Context: an optimization exercise on an open-source flow, tuned for small area. The choices shown serve that exercise and are no tape-out recipe.
In this exercise RTL edits were held to simulation tests only and were not proved equivalent to the original.
Power is estimated from default activity; no workload was simulated.

==> design/flow/design.v <==
module cfc (
    input  wire        clk,
    input  wire        rst,             
    input  wire        tx_we,
    input  wire [3:0]  tx_waddr,
    input  wire [15:0] tx_wdata,
    input  wire        start,
    input  wire [3:0]  start_cnt_m1,    
    input  wire [15:0] start_timeout,   
    input  wire        line_in,
    output reg         line_out,
    input  wire        abort_ok,
    input  wire [5:0]  rx_raddr,
    output wire [15:0] rx_rdata,
    output wire        busy,
    output reg         done,
    output reg  [1:0]  outcome,         
    output reg  [5:0]  rx_len,
    output wire        halted,
    output reg  [15:0] perrcnt
);
    localparam [2:0] S_IDLE = 3'b000;
    localparam [2:0] S_ARM  = 3'b001;
    localparam [2:0] S_FLY  = 3'b011;
    localparam [2:0] S_TD   = 3'b010;
    localparam [2:0] S_HALT = 3'b100;
    localparam [1:0] TX_PRE  = 2'd0;    
    localparam [1:0] TX_WORD = 2'd1;
    localparam [1:0] TX_END  = 2'd2;
    localparam [1:0] TX_OFF  = 2'd3;
    localparam [3:0] RX_QUIET = 4'd0;
    localparam [3:0] RX_ARM   = 4'd1;
    localparam [3:0] RX_HIGH  = 4'd2;
    localparam [3:0] RX_Z     = 4'd3;
    localparam [3:0] RX_P1    = 4'd4;
    localparam [3:0] RX_P2    = 4'd5;
    localparam [3:0] RX_P3    = 4'd6;
    localparam [3:0] RX_WS_A  = 4'd7;
    localparam [3:0] RX_WS_B  = 4'd8;
    localparam [3:0] RX_BIT_A = 4'd9;
    localparam [3:0] RX_BIT_B = 4'd10;
    localparam [3:0] RX_STALL = 4'd11;
    reg [2:0]   st;
    wire idle   = (st == S_IDLE);
    wire armed  = (st == S_ARM);
    wire fly    = (st == S_FLY);
    wire td     = (st == S_TD);
    wire hlt    = st[2];
    assign busy   = st[0] | st[1];
    assign halted = hlt;
    reg [9:0]   txb [0:15];
    reg [319:0] rxc;
    always @(posedge clk)
        if (!rst && !busy && tx_we)
            txb[tx_waddr] <= tx_wdata[9:0];
    wire [4:0] rx_pos = rx_len[4:0] + ~rx_raddr[4:0];
    wire [9:0] rx_word_out = rxc[rx_pos*10 +: 10];
    assign rx_rdata = {6'd0, rx_word_out};
    reg [3:0]  ph;         
    reg [11:0] tblk;       
    reg        tfrac;      
    reg        term;       
    wire poll      = fly && (ph == 4'd0);
    wire t_expired = (tblk == 12'd0) && !tfrac;
    wire exit_done = poll && term;
    wire exit_to   = poll && !term && t_expired;
    wire run       = fly && !exit_done && !exit_to;
    reg [1:0] txs;
    reg [4:0] tp;
    reg [3:0] ti;
    reg [3:0] tcnt;
    wire [9:0] tw = txb[ti];
    wire [3:0] tq = tp[4:1];
    reg        tb_bit;
    always @* begin
        case (tq)
            4'd0:    tb_bit = 1'b1;
            4'd1:    tb_bit = tw[9];
            4'd2:    tb_bit = tw[8];
            4'd3:    tb_bit = tw[7];
            4'd4:    tb_bit = tw[6];
            4'd5:    tb_bit = tw[5];
            4'd6:    tb_bit = tw[4];
            4'd7:    tb_bit = tw[3];
            4'd8:    tb_bit = tw[2];
            4'd9:    tb_bit = tw[1];
            4'd10:   tb_bit = tw[0];
            default: tb_bit = ~^tw;
        endcase
    end
    reg tx_chip;
    always @* begin
        case (txs)
            TX_PRE:  tx_chip = (tp < 5'd10) ? tp[0] : (tp >= 5'd12);
            TX_WORD: tx_chip = tp[0] ? tb_bit : ~tb_bit;
            TX_END:  tx_chip = tp[1];
            default: tx_chip = 1'b0;
        endcase
    end
    reg [3:0] rxs;
    reg       rxa;
    reg [3:0] rnb;
    reg       rpar;        
    reg [5:0] rxwp;
    wire c       = line_in;
    wire rx_full = (rxwp >= 6'd33);
    always @(posedge clk) begin
        if (idle) begin
            tcnt  <= start_cnt_m1;
            tblk  <= start_timeout[15:4];
            tfrac <= |start_timeout[3:0];
        end
        if (armed)
            ph <= 4'd0;
        else if (run || (td && !abort_ok))
            ph <= ph + 4'd1;
        if (poll && !exit_done && !exit_to) begin
            if (tblk != 12'd0)
                tblk <= tblk - 12'd1;
            else
                tfrac <= 1'b0;
        end
        if (armed) begin
            txs <= TX_PRE;
            tp  <= 5'd0;
            ti  <= 4'd0;
        end else if (run) begin
            case (txs)
                TX_PRE: begin
                    if (tp == 5'd14) begin
                        txs <= TX_WORD;
                        tp  <= 5'd0;
                    end else begin
                        tp <= tp + 5'd1;
                    end
                end
                TX_WORD: begin
                    if (tp == 5'd23) begin
                        tp <= 5'd0;
                        if (ti == tcnt)
                            txs <= TX_END;
                        else
                            ti <= ti + 4'd1;
                    end else begin
                        tp <= tp + 5'd1;
                    end
                end
                TX_END: begin
                    if (tp == 5'd3)
                        txs <= TX_OFF;
                    else
                        tp <= tp + 5'd1;
                end
                default: ;
            endcase
        end
        if (armed) begin
            rxs  <= RX_QUIET;
            rxwp <= 6'd0;
            term <= 1'b0;
        end else if (run) begin
            case (rxs)
                RX_QUIET: if (!c) rxs <= RX_ARM;
                RX_ARM:   if (c)  rxs <= RX_HIGH;
                RX_HIGH:  if (!c) rxs <= RX_Z;
                RX_Z:     rxs <= c ? RX_HIGH : RX_P1;
                RX_P1:    rxs <= c ? RX_P2 : RX_ARM;
                RX_P2:    rxs <= c ? RX_P3 : RX_Z;
                RX_P3:    rxs <= c ? RX_WS_A : RX_Z;
                RX_WS_A: begin
                    rxa <= c;
                    rxs <= RX_WS_B;
                end
                RX_WS_B: begin
                    if (!rxa && c) begin
                        rnb  <= 4'd0;
                        rpar <= 1'b0;
                        rxs  <= RX_BIT_A;
                    end else if (!rx_full) begin
                        if (!term)
                            rx_len <= rxwp;
                        term <= 1'b1;
                        rxwp <= rxwp + 6'd1;
                        rxs  <= RX_QUIET;
                    end else begin
                        rxs <= RX_STALL;
                    end
                end
                RX_BIT_A: rxs <= RX_BIT_B;
                RX_BIT_B: begin
                    rnb <= rnb + 4'd1;
                    if (rnb == 4'd10) begin
                        if (!rx_full) begin
                            rxwp <= rxwp + 6'd1;
                            if (c == rpar && perrcnt != 16'hFFFF)
                                perrcnt <= perrcnt + 16'd1;
                            rxs <= RX_WS_A;
                        end else begin
                            rxs <= RX_STALL;
                        end
                    end else begin
                        rpar <= rpar ^ c;
                        if (!term)
                            rxc <= {rxc[318:0], c};
                        rxs <= RX_BIT_A;
                    end
                end
                default: ;
            endcase
        end
        done     <= 1'b0;
        line_out <= run & tx_chip;
        case (st)
            S_IDLE: if (start) st <= S_ARM;
            S_ARM:  st <= S_FLY;
            S_FLY: begin
                if (exit_done || exit_to) begin
                    st      <= S_TD;
                    outcome <= {1'b0, exit_to};
                end
            end
            S_TD: begin
                if (abort_ok) begin
                    st   <= S_IDLE;
                    done <= 1'b1;
                end else if (ph[2:0] == 3'd7) begin
                    st      <= S_HALT;
                    outcome <= 2'd2;
                    done    <= 1'b1;
                end
            end
            S_HALT: if (start) done <= 1'b1;
            default: st <= S_IDLE;
        endcase
        if (rst) begin
            st       <= S_IDLE;
            line_out <= 1'b0;
            done     <= 1'b0;
            outcome  <= 2'd0;
            rx_len   <= 6'd0;
            perrcnt  <= 16'd0;
        end
    end
endmodule
==> design/flow/run.sh <==
#!/bin/bash
# synth_recipe.tcl (not shown) runs the flow's synth.tcl, then flattens the netlist and writes it again
# the make line also repeats each setting of config.mk as NAME=value (left out here)
make -C /OpenROAD-flow-scripts/flow DESIGN_CONFIG=/design/flow/config.mk WORK_HOME=/design/flow/orfs CLKGATE_MAP_FILE= SYNTH_SCRIPT=/design/flow/synth_recipe.tcl finish
==> design/flow/config.mk <==
export PLATFORM = sky130hd
export DESIGN_NAME = cfc
export DESIGN_NICKNAME = cfc
export VERILOG_FILES = /design/flow/design.v
export SDC_FILE = /design/flow/constraint.sdc
export NUM_CORES = 4
export LEC_CHECK = 0
export CAP_MARGIN = 20
export CORE_MARGIN = 2
export CORE_UTILIZATION = 40
export CTS_BUF_LIST = sky130_fd_sc_hd__clkbuf_16
export CTS_CLUSTER_DIAMETER = 60
export CTS_CLUSTER_SIZE = 28
export SLEW_MARGIN = 20
==> design/flow/constraint.sdc <==
create_clock -name core_clock -period 10.0 [get_ports {clk}]
set_input_delay 2.0000 -clock core_clock [delete_from_list [all_inputs] [get_ports {clk}]]
set_output_delay 2.0000 -clock core_clock [all_outputs]
set_load 0.01 [all_outputs]
==> out/qor.yml, run 1 <==
netlist_area_sq_um: 22700
hp-class: "flip-flop to flip-flop"
cts_resized: 0
synth-adder-area-share: 0.0130
synth_mux_area_frac: 0.151
mostFrequentLayoutCells: "edfxtp_1 (490), mux4_2 (137), nor2_1 (85)"
setup_viol: 0
path_class: "input port to output port"
fin_skew_ns: 0.0398
syn2layout_area_growth_pct: 14.3
num_rows: 87
routed_via_density: 5.38
cts-root-buf: "clkbuf_16"
tightest_slew_ns: 1.14
post_dp_cell_area_sq_um: 24500
layout-drive-gt1-share: 0.195
die_x_microns: 242
fin_area_sq_um: 25900
ys.flop_type: "edfxtp_1"
yosysUniqueCellTypes: 63
synth_top_cells_by_area: "edfxtp_1 (65%), mux4_2 (14%), dfxtp_1 (6.4%)"
worstPathArrival_ns: 6.09
grt_overflow: 0
die_h_microns: 242
numCtsBuffers: 39
drc: 0
hold_ws_ns: 0.427
yosysTopAreaCell: "edfxtp_1"
fmax_mhz: 124
synth_xor_area_frac: 0.0164
post-dp-hpwl_microns: 27800
worstSetupStartpointType: "input port"
wl_per_cell_microns: 20.6
drtPass1Iterations: 5
cts_tree: "built"
grt_pass1_vias: 11500
leakage_nw: 7.06
route.vias.total: 11400
layout.nets: 1407
yosys_register_bits: 562
antenna_cells: 0
fin_util: 0.461
ctsHoldBuffers: 0
rsz0062_at_grt: "no"
initial_core_util: 0.404
final-hold-violation-count: 0
fill_cells: 4857
antenna_found_initial: 1
clk_path_buf_depth: 3
ys_warn_count: 1
slew_headroom: 0.238
clock_latency_ns: 0.60
grt.total_usage: 0.148
final_common_cell: "edfxtp_1"
avgSynthCellArea_sq_um: 18.2
synth_compound_area_frac: 0.0367
finalMaxSlewViolations: 0
port_buffers: 82
ys_seq_area_frac: 0.712
yosys.area_share.simple: 0.0531
drtIter0Drc: 890
synth_top_area_share: 0.649
status: "no timing/DRC/antenna violations"
drt_wl_total_microns: 43700
gp_congestion: 0.770
grt_start_max_net_pins: 182
async_flop_share: 0
dieArea_sq_um: 58600
pre_cts_slack_ns: 1.89
maxCapViolCount: 0
cts.clk_slew.worst_paths_ns: 0.10
fin_crit_sh: 0.809
syn_inst: 1244
cts.sinks: 562
h-tree-depth: 2
cp_data_required_time_ns: 8.00
vdd_ir_drop_max_mv: 0.165
powerDensity_nw_per_um2: 174
ant_nets: 0
endpoint_kind: "output port"
setup_ws_ns: 1.91
grt_pass1_wl_microns: 67600
path_max_fanout: 42
min_period_ns: 8.09
synth_edf_count: 490
synth_top_family_by_area: "multiplexers"
cts_setup_buffers: 0
pin_count: 96
coreArea_sq_um: 56200
per-layer routing:
| metal | track usage | vias to the layer above | share of wire |
|---|---|---|---|
| met5 | 0 | - | 0 |
| met4 | 0.0408 | 0 | 0.020 |
| met3 | 0.0235 | 62 | 0.043 |
| met2 | 0.231 | 232 | 0.47 |
| met1 | 0.218 | 5936 | 0.47 |
| li1 | - | 5173 | - |
path summary, 6_finish.rpt:
check | start | endpoint | slack [ns] | cells after the start
min | rxc[243] | rxc[244] | 0.43 | 0
max | rx_raddr[0] | rx_rdata[8] | 1.91 | 10
max reg2reg | flip-flop | line_out | 6.36 | 9
min reg2reg | rxc[243] | rxc[244] | 0.43 | 0
registers in the layout (all words and copies together), names as in the netlist, named ones only:
name and flops:
rxc 320, txb 160, perrcnt 16, tblk 12
rx_len 6, rxwp 6, tp 5, ph 4
rnb 4, rxs 4, tcnt 4, ti 4
st 3, outcome 2, txs 2, done 1
line_out 1, rpar 1, rxa 1, term 1
tfrac 1
power by group:
part | internal, W | switching, W
combinational | 0.0000859 | 0.0000988
clock | 0.000863 | 0.000900
sequential | 0.00254 | 0.0000261
total | 0.00349 | 0.00102
stage by stage:
step,power (W),TNS [ns],instances
finish,0.00452,0,2118
global route,0.00469,0,2118
CTS,0.00458,0,2118
detailed placement,0.00281,0,2047
global placement,0.00281,0,2047
floorplan,0.00274,-496.37,1249
kinds of logic after synthesis:
family | Yosys count
buf+inv | 87
fa+ha+maj | 23
mux | 165
compound gates | 119
simple gates | 246
other cells | 1
flops | 562
xor+xnor | 41
synthesized netlist by cell type, types with 4 or more instances:
master,number
edfxtp_1,490
mux4_2,137
nor2_1,90
dfxtp_1,72
nand2_1,40
clkbuf_1,34
a21oi_1,32
inv_1,27
nand3_1,24
ha_1,22
xor2_1,22
o21ai_0,18
xnor2_1,18
nor3_1,17
mux2i_1,14
or3_1,14
a22oi_1,13
buf_1,11
mux2_2,11
nand2b_1,11
nand4_1,9
a211oi_1,7
and2_1,7
nor2b_1,7
o221a_2,7
a31oi_1,6
and3_1,6
buf_4,6
nor3b_1,5
a211o_1,4
a21o_1,4
a22o_1,4
buf_2,4
buf_6,4
o22ai_1,4
worst max-delay path, cell delays in order:
cell             delay (ns)
clkdlybuf4s50_1        0.39
inv_1                  0.09
ha_4                   0.14
inv_1                  0.05
fa_4                   1.22
buf_4                  0.44
mux4_2                 0.40
mux4_2                 0.51
mux2_2                 0.31
clkdlybuf4s50_1        0.49
cell type report:
cell class,instances,area [sq um],share of cell area
well taps,756,946,0.0365
repair buffers,101,992,0.0383
multi-input cells,600,6280,0.242
clock buffers,41,1030,0.0396
flip-flops and latches,562,16200,0.624
inverters,28,105,0.00406
clock inverters,30,402,0.0155
==> run 2, diff against run 1 <==
--- a/design/flow/config.mk
+++ b/design/flow/config.mk
@@ -10,5 +10,5 @@
 export CORE_UTILIZATION = 40
-export CTS_BUF_LIST = sky130_fd_sc_hd__clkbuf_16
+export CTS_BUF_LIST = sky130_fd_sc_hd__clkbuf_8
 export CTS_CLUSTER_DIAMETER = 60
-export CTS_CLUSTER_SIZE = 28
+export CTS_CLUSTER_SIZE = 18
 export SLEW_MARGIN = 20
==> out/qor.yml, run 2 <==
status: "no timing/DRC/antenna violations"
num_rows: 87
vdd_ir_drop_max_mv: 0.112
wl_per_cell_microns: 20.7
cts-root-buf: "clkbuf_8"
regArea_sq_um: 16200
endpoint_kind: "output port"
syn2layout_area_growth_pct: 12.2
layout.nets: 1413
synth_top_area_share: 0.649
synth_top_cells_by_count: "edfxtp_1 (490), mux4_2 (137), nor2_1 (90), dfxtp_1 (72), nand2_1 (40)"
tightest_slew_ns: 1.14
fin_crit_sh: 0.808
multi_input_comb_area_sq_um: 6280
worstSetupStartpointType: "input port"
post_dp_cell_area_sq_um: 24500
mostFrequentLayoutCells: "edfxtp_1 (490), mux4_2 (137), nor2_1 (85)"
path_class: "input port to output port"
yosys_register_bits: 562
ant_nets: 0
p_sw_frac: 0.225
yosys.cell_count.top_type: "edfxtp_1"
cts_resized: 0
route.vias.total: 11400
h-tree-depth: 2
gp_congestion: 0.770
pin_count: 96
fmax_mhz: 124
min_period_ns: 8.08
async_flop_share: 0
numCtsBuffers: 45
final_common_cell: "edfxtp_1"
coreArea_sq_um: 56200
met2_length_microns: 20700
ys.flop_type: "edfxtp_1"
fill_cells: 4919
power_frac_seq: 0.625
clock_latency_ns: 0.65
cts.clk_slew.worst_paths_ns: 0.11
regMostFlops: "rxc"
wl_met1_microns: 20300
die_x_microns: 242
yosysUniqueCellTypes: 63
grt_pass1_wl_microns: 67900
r2r_slack_ns: 6.33
netlist_area_sq_um: 22700
finalMaxSlewViolations: 0
cts_tree: "built"
routed_via_density: 5.36
ctsHoldBuffers: 0
dieArea_sq_um: 58600
cp_data_required_time_ns: 8.00
hp-class: "flip-flop to flip-flop"
powerDensity_nw_per_um2: 162
synth_edf_count: 490
comb_power_share: 0.045
rsz0062_at_grt: "no"
totalNegativeSetupSlack_ns: 0
cts_setup_buffers: 0
p_sw_w: 0.000925
ys_warn_count: 1
p_int_w: 0.00319
syn_inst: 1244
final-hold-violation-count: 0
maxCapViolCount: 0
clk_path_buf_depth: 3
drtIter0Drc: 929
grt_pass1_vias: 11500
r2r_cells: 9
top_layer: "met4"
crit_start: "rx_raddr[0]"
yosysTopAreaCell: "edfxtp_1"
avgSynthCellArea_sq_um: 18.2
grt_overflow: 0
cp-endpoint: "rx_rdata[8]"
drtPass1Iterations: 5
met3WireLength_microns: 2160
reg_top3: "rxc x320, txb x160, perrcnt x16"
r2r_end: "line_out"
synth_top_cells_by_area: "edfxtp_1 (65%), mux4_2 (14%), dfxtp_1 (6.4%)"
ys_seq_area_frac: 0.712
path_max_fanout: 42
fin_area_sq_um: 25400
layout-drive-gt1-share: 0.196
drt_wl_total_microns: 43900
initial_core_util: 0.404
worstPathArrival_ns: 6.08
leakage_nw: 6.85
antenna_found_initial: 1
drc: 0
largest_reg_flops: 320
power_frac_clock: 0.330
grt_start_max_net_pins: 182
setup_viol: 0
post-dp-hpwl_microns: 27800
fin_skew_ns: 0.0394
die_h_microns: 242
grt.total_usage: 0.149
cts.sinks: 562
slew_headroom: 0.239
port_buffers: 82
==> run 2: cell counts after synthesis <==
No cell type changed its count.
==> run 2: power by group through the flow <==
stage / logic [W] / registers, W / clock network (W)
5_1_grt: 0.000205 / 0.00258 / 0.00149
3_5_place_dp: 0.000187 / 0.00262 / 0
6_report: 0.000185 / 0.00257 / 0.00135
3_3_place_gp: 0.000183 / 0.00262 / 0
4_1_cts: 0.000188 / 0.00257 / 0.00141
2_1_floorplan: 0.000126 / 0.00262 / 0
==> run 2: final cells by class <==
| class | count | share of cell area |
|---|---|---|
| Antenna cell | 1 | 0.0000983 |
| Clock buffer | 45 | 0.0243 |
| Clock inverter | 29 | 0.0134 |
| Inverter | 28 | 0.00413 |
| Multi-Input combinational cell | 600 | 0.247 |
| Sequential cell | 562 | 0.635 |
| Tap cell | 756 | 0.0372 |
| Timing Repair Buffer | 101 | 0.0390 |
==> run 2: worst min-delay path by stage <==
stage / from / depth (start not counted) / to / slack, ns
floorplan: rxc[9] / 0 / rxc[10] / 0.42
global route: rxc[191] / 0 / rxc[192] / 0.42
detailed placement: rxc[98] / 0 / rxc[99] / 0.43
global placement: rxc[201] / 0 / rxc[202] / 0.42
finish: rxc[191] / 0 / rxc[192] / 0.43
CTS: rxc[191] / 0 / rxc[192] / 0.42
==> run 2: cell families (layout without fill, tap and decap cells) <==
kind of cell | count (synthesis) | in the layout | synth area share
xor+xnor | 41 | 41 | 0.0164
fa+ha+maj | 23 | 23 | 0.0130
other cells | 1 | 7 | 0.000165
compound gates | 119 | 119 | 0.0367
simple gates | 246 | 246 | 0.0531
buf+inv | 87 | 203 | 0.0169
flops | 562 | 562 | 0.712
mux | 165 | 165 | 0.151
==> run 2: critical path, cell delays in order <==
cell and delay (ns):
clkdlybuf4s50_1 0.40, inv_1 0.09, ha_4 0.14, inv_1 0.05
fa_4 1.23, buf_4 0.44, mux4_2 0.39, mux4_2 0.51
mux2_2 0.31, clkdlybuf4s50_1 0.49
==> run 2: per-layer routing <==
metal | global-route usage | up-vias
met1 | 0.215 | 5913
met3 | 0.0263 | 54
met2 | 0.233 | 248
li1 | - | 5162
met4 | 0.0403 | 0
met5 | 0 | -
==> run 2: stage by stage <==
stage / utilization / hold WS (ns) / power [W] / instances / setup WS [ns]
floorplan: - / 0.421 / 0.00274 / 1249 / -1.55
global placement: 0.436 / 0.422 / 0.00281 / 2047 / 1.89
detailed placement: 0.436 / 0.431 / 0.00281 / 2047 / 1.89
CTS: 0.453 / 0.423 / 0.00417 / 2121 / 1.89
global route: 0.453 / 0.420 / 0.00427 / 2122 / 1.78
finish: 0.453 / 0.430 / 0.00411 / 2122 / 1.92
==> run 3, diff against run 2 <==
--- a/design/flow/config.mk
+++ b/design/flow/config.mk
@@ -10,5 +10,2 @@
 export CORE_UTILIZATION = 40
-export CTS_BUF_LIST = sky130_fd_sc_hd__clkbuf_8
-export CTS_CLUSTER_DIAMETER = 60
-export CTS_CLUSTER_SIZE = 18
 export SLEW_MARGIN = 20
==> out/qor.yml, run 3 <==
status: "no timing/DRC/antenna violations"
fin_crit_sh: 0.807
regMostFlops: "rxc"
regArea_sq_um: 16200
gp_congestion: 0.770
ctsHoldBuffers: 0
worstPathArrival_ns: 6.07
stdcell_count: 2152
largest_reg_flops: 320
antenna_cells: 0
synth_top_area_share: 0.649
hp-class: "flip-flop to flip-flop"
fin_skew_ns: 0.0247
ys_warn_count: 1
yosysUniqueCellTypes: 63
grt_overflow: 0
fill_cells: 4808
avgSynthCellArea_sq_um: 18.2
grt.total_usage: 0.150
initial_core_util: 0.404
coreArea_sq_um: 56200
final-hold-violation-count: 0
port_buffers: 82
cts.clk_slew.worst_paths_ns: 0.06
drt_wl_total_microns: 44200
reg_top3: "rxc x320, txb x160, perrcnt x16"
grt_pass1_vias: 11800
antenna_found_initial: 2
cp_data_required_time_ns: 8.00
yosysTopAreaCell: "edfxtp_1"
route.vias.total: 11600
cts_resized: 0
syn_inst: 1244
slew_headroom: 0.227
power_w: 0.00491
drtPass1Iterations: 5
path_max_fanout: 42
dp_cells: 2047
min_from: "rxc[279]"
powerDensity_nw_per_um2: 186
cts.sinks: 562
min_period_ns: 8.07
cts_setup_buffers: 0
layout-drive-gt1-share: 0.201
ys.flop_type: "edfxtp_1"
mostFrequentLayoutCells: "edfxtp_1 (490), mux4_2 (137), nor2_1 (85)"
die_h_microns: 242
synth_top_cells_by_area: "edfxtp_1 (65%), mux4_2 (14%), dfxtp_1 (6.4%)"
fmax_mhz: 124
worstSetupStartpointType: "input port"
num_rows: 87
cts_tree: "built"
grt_start_max_net_pins: 182
die_x_microns: 242
vdd_ir_drop_max_mv: 0.136
yosys.cell_count.top_type: "edfxtp_1"
synth_edf_count: 490
min_to: "rxc[280]"
drtIter0Drc: 859
maxCapViolCount: 0
synth_top_cells_by_count: "edfxtp_1 (490), mux4_2 (137), nor2_1 (90), dfxtp_1 (72), nand2_1 (40)"
r2r_slack_ns: 6.35
dieArea_sq_um: 58600
netlist_area_sq_um: 22700
numCtsBuffers: 58
clk_path_buf_depth: 3
routed_via_density: 5.37
syn2layout_area_growth_pct: 16.3
endpoint_kind: "output port"
final_common_cell: "edfxtp_1"
post-dp-hpwl_microns: 27800
tightest_slew_ns: 1.16
path_class: "input port to output port"
wl_per_cell_microns: 20.5
pin_count: 96
drc: 0
r2r_cells: 9
hold_depth: 0
h-tree-depth: 2
multi_input_comb_area_sq_um: 6280
clock_latency_ns: 0.61
rsz0062_at_grt: "no"
async_flop_share: 0
cts-root-buf: "clkbuf_16"
r2r_end: "line_out"
setup_viol: 0
ys_seq_area_frac: 0.712
yosys_register_bits: 562
leakage_nw: 7.28
ant_nets: 0
grt_pass1_wl_microns: 68300
layout.nets: 1426
finalMaxSlewViolations: 0
run 3: critical path: stages:
cell             delay [ns]
clkdlybuf4s50_1        0.39
inv_1                  0.09
ha_4                   0.14
inv_1                  0.05
fa_4                   1.23
buf_4                  0.44
mux4_2                 0.38
mux4_2                 0.48
mux2_2                 0.33
clkdlybuf4s50_1        0.49
run 3: report_power, final:
part           switching [W]  leakage (nW)  internal, W  total (W)
Sequential         0.0000263          4.07      0.00255    0.00258
Clock               0.000884         0.920      0.00127    0.00215
Combinational      0.0000993          2.29    0.0000859   0.000185
Total                0.00101          7.28      0.00390    0.00491
run 3: worst max-delay path by stage:
stage / start / slack [ns] / endpoint
after floorplan: tblk[0] / -1.55 / rxc[0]
after global placement: rx_raddr[0] / 1.89 / rx_rdata[0]
after detailed placement: rx_raddr[0] / 1.89 / rx_rdata[8]
after CTS: rx_raddr[0] / 1.89 / rx_rdata[8]
after global routing: rx_raddr[0] / 1.79 / rx_rdata[0]
final: rx_raddr[0] / 1.93 / rx_rdata[0]
run 3: cells by family after synthesis:
group                      share of synthesized area
DFF                                            0.712
muxes                                          0.151
adders and majority gates                     0.0130
AOI/OAI and AO/OA                             0.0367
xor gates and xnor gates                      0.0164
buffers and inverters                         0.0169
and+or+nand+nor                               0.0531
other                                       0.000165
run 3: routing by layer:
layer,routed length (microns),vias to the layer above,part of all wire,global-route usage
met4,827,0,0.019,0.0421
li1,-,5217,-,-
met3,2200,60,0.050,0.0263
met2,20700,290,0.47,0.234
met1,20400,5998,0.46,0.216
met5,0,-,0,0
run 3: layout make-up:
cell class	instances	area share
tap	756	0.0359
clock buffer	71	0.0569
clock inverter	34	0.0149
multi-input combinational	600	0.238
inverter	28	0.00398
timing repair buffer	101	0.0376
sequential	562	0.613
run 3: metrics by stage:
stage / hold slack [ns] / utilization / TNS (ns) / cell area (sq um) / setup slack (ns)
after floorplan: 0.421 / - / -496.37 / 22800 / -1.55
after global placement: 0.422 / 0.436 / 0 / 24500 / 1.89
after detailed placement: 0.431 / 0.436 / 0 / 24500 / 1.89
after CTS: 0.430 / 0.469 / 0 / 26400 / 1.89
after global routing: 0.440 / 0.470 / 0 / 26400 / 1.79
final: 0.439 / 0.470 / 0 / 26400 / 1.93
==> run 4, diff against run 3 <==
==> design/flow/flow/run.sh (new file) <==
#!/bin/bash
# Standard ORFS layout (the standard.sh, standard synthesis unchanged) with two changes:
# - ports are buffered with the smallest buffer, sky130_fd_sc_hd__buf_1;
# - clock tree built from clkbuf_8 in small clusters, without dummy loads.
set -euo pipefail
bash standard.sh finish \
  "BUFFER_PORTS_ARGS=-buffer_cell sky130_fd_sc_hd__buf_1" \
  "CTS_ARGS=-sink_clustering_enable -repair_clock_nets -buf_list sky130_fd_sc_hd__clkbuf_8 -sink_clustering_size 18 -sink_clustering_max_diameter 60 -dont_use_dummy_load" \
  > standard_flow.log 2>&1
==> design/flow/standard.sh (new file) <==
#!/bin/bash
# synth_recipe.tcl (not shown) runs the flow's synth.tcl, then flattens the netlist and writes it again
# the make line also repeats each setting of config.mk as NAME=value (left out here)
make -C /OpenROAD-flow-scripts/flow DESIGN_CONFIG=/design/flow/config.mk WORK_HOME=/design/flow/orfs CLKGATE_MAP_FILE= SYNTH_SCRIPT=/design/flow/synth_recipe.tcl "${@:-finish}"
removed: design/flow/run.sh
==> out/qor.yml, run 4 <==
status: "no timing/DRC/antenna violations"
initial_core_util: 0.404
cts_setup_buffers: 0
port_buffers: 82
cts-root-buf: "clkbuf_8"
ys_warn_count: 1
largest_reg_flops: 320
ys_seq_area_frac: 0.712
h-tree-depth: 2
clock_latency_ns: 0.65
cp_slowest_cell: "fa_4"
min_period_ns: 7.55
route.vias.total: 11300
vdd_ir_drop_max_mv: 0.126
setup_viol: 0
worstSetupStartpointType: "input port"
grt_start_max_net_pins: 90
wl_per_cell_microns: 20.6
gp_congestion: 0.738
dieArea_sq_um: 58600
drtIter0Drc: 853
grt_pass1_wl_microns: 66600
post-dp-hpwl_microns: 27600
regMostFlops: "rxc"
cts.sinks: 562
cts.clk_slew.worst_paths_ns: 0.10
antenna_found_initial: 1
fin_crit_sh: 0.755
syn_inst: 1244
path_max_fanout: 57
grt.total_usage: 0.146
fill_cells: 4953
worstPathCellList: "buf_1 > inv_1 > ha_4 > inv_1 > fa_4 > buf_4 > mux4_2 > mux4_2 > mux2_2 > buf_1"
layout.nets: 1412
die_x_microns: 242
die_h_microns: 242
coreArea_sq_um: 56200
fin_util: 0.437
rsz0062_at_grt: "no"
numCtsBuffers: 44
layout-drive-gt1-share: 0.182
drtPass1Iterations: 6
async_flop_share: 0
drt_wl_total_microns: 43100
drc: 0
yosysUniqueCellTypes: 63
num_rows: 87
syn2layout_area_growth_pct: 8.32
worstPathArrival_ns: 5.55
leakage_nw: 6.46
fin_skew_ns: 0.0998
clk_path_buf_depth: 3
slowest_delay_ns: 1.36
yosysTopAreaCell: "edfxtp_1"
synth_top_cells_by_area: "edfxtp_1 (65%), mux4_2 (14%), dfxtp_1 (6.4%)"
ant_nets: 0
endpoint_kind: "output port"
finalMaxSlewViolations: 0
yosys_register_bits: 562
powerDensity_nw_per_um2: 156
synth_top_area_share: 0.649
cp_data_required_time_ns: 8.00
r2r_cells: 9
netlist_area_sq_um: 22700
grt_pass1_vias: 11300
ctsHoldBuffers: 0
slew_headroom: 0.274
avgSynthCellArea_sq_um: 18.2
path_class: "input port to output port"
final-hold-violation-count: 0
mostFrequentLayoutCells: "edfxtp_1 (490), mux4_2 (137), nor2_1 (86)"
final_common_cell: "edfxtp_1"
synth_top_cells_by_count: "edfxtp_1 (490), mux4_2 (137), nor2_1 (90), dfxtp_1 (72), nand2_1 (40)"
hold_depth: 0
maxCapViolCount: 0
yosys.cell_count.top_type: "edfxtp_1"
synth_edf_count: 490
reg_top3: "rxc x320, txb x160, perrcnt x16"
cts_resized: 0
ys.flop_type: "edfxtp_1"
power_w: 0.00383
fmax_mhz: 132
cts_tree: "built"
tightest_slew_ns: 1.09
pin_count: 96
routed_via_density: 5.40
grt_overflow: 0
hp-class: "flip-flop to flip-flop"
-- run 4: changes by cell type in the layout (fill, tap and decap cells not counted), moves of 8 or more --
| cell | change |
|---|---|
| clkinv_2 | -10 |
| buf_1 | +82 |
| clkinv_1 | -11 |
| clkbuf_1 | -13 |
| clkbuf_8 | +44 |
| bufinv_16 | -8 |
| clkbuf_16 | -58 |
| clkdlybuf4s50_1 | -82 |
-- run 4: final cells by class --
cell class | count | area [sq um] | share of cell area
inverter | 28 | 105 | 0.00428
clock buffer | 44 | 606 | 0.0247
timing repair buffer | 101 | 463 | 0.0188
antenna | 1 | 2.50 | 0.000102
multi-input combinational | 600 | 6280 | 0.256
tap | 756 | 946 | 0.0385
sequential | 562 | 16200 | 0.658
-- run 4: cell families (layout without fill, tap and decap cells) --
group,after synthesis,after routing,share of synthesized area
mux,165,165,0.151
other cells,1,7,0.000165
buf+inv,87,173,0.0169
fa+ha+maj,23,23,0.0130
compound gates,119,119,0.0367
xor+xnor,41,41,0.0164
simple gates,246,246,0.0531
flops,562,562,0.712
-- run 4: per-stage QoR --
step	worst slack [ns]	cell area, sq um	hold slack, ns	setup TNS (ns)	std cells
2_1_floorplan	-1.55	22800	0.421	-496.37	1249
3_3_place_gp	2.39	23900	0.423	0	2045
3_5_place_dp	2.36	23900	0.429	0	2047
4_1_cts	2.36	24500	0.402	0	2091
5_1_grt	2.33	24600	0.406	0	2092
6_report	2.45	24600	0.399	0	2092
-- run 4: worst max-delay path, delay by kind of cell --
family / cells / cell delay (ns)
adders and majority gates: 2 / 1.49
muxes: 3 / 1.21
buffers and inverters: 5 / 0.81
-- run 4: worst paths after layout --
check / startpoint / endpoint / slack, ns
hold / removal: rxc[241] / rxc[242] / 0.40
setup reg to reg: flip-flop / line_out / 6.45
hold reg to reg: rxc[241] / rxc[242] / 0.40
setup / recovery: rx_raddr[0] / rx_rdata[0] / 2.45
-- run 4: where the power goes --
| group | internal (W) | switching, W | total, W |
|---|---|---|---|
| combinational | 0.0000724 | 0.0000987 | 0.000171 |
| clock | 0.000395 | 0.000691 | 0.00109 |
| sequential | 0.00254 | 0.0000261 | 0.00257 |
-- run 4: per-layer routing --
layer  vias up  part of all wire  track usage
li1       5135                 -            -
met1      5867              0.47        0.216
met2       222              0.47        0.227
met3        63             0.041       0.0225
met4         0             0.019       0.0389
met5         -                 0            0

==> what the ideal ports hide <==
The flow's constraints put no driver on any port. The routed layouts listed below were extracted and timed again, unchanged, in two steps. Step 1: set_driving_cell puts a clkbuf_16 on clk and a buf_2 on each other input, an assumption about the parent block. Step 2 moves the port delays by t, midway between the first and last clock arrival at a register: inputs arrive t later, outputs are due t later. That takes back most of the time a late clock gives input paths. a / b / c = ideal ports / drivers / drivers and shift; a / b = the first two.
| run | t, ns | slack for setup (ns) | hold slack, ns | slew at the worst register clock pin (ns) | worst data-port slew with drivers (ns) |
|---|---|---|---|---|---|
| run 1 | 0.633 | 1.912 / 1.890 / 1.890 | 0.427 / 0.427 / 0.427 | 0.10 / 0.10 | 0.06 |
| run 2 | 0.689 | 1.916 / 1.895 / 1.895 | 0.430 / 0.430 / 0.430 | 0.11 / 0.11 | 0.05 |
| run 3 | 0.658 | 1.933 / 1.911 / 1.911 | 0.439 / 0.439 / 0.439 | 0.06 / 0.06 | 0.05 |
| run 4 | 0.654 | 2.450 / 2.430 / 2.430 | 0.399 / 0.399 / 0.399 | 0.11 / 0.11 | 0.06 |
After both steps setup and hold are still met in every run listed.
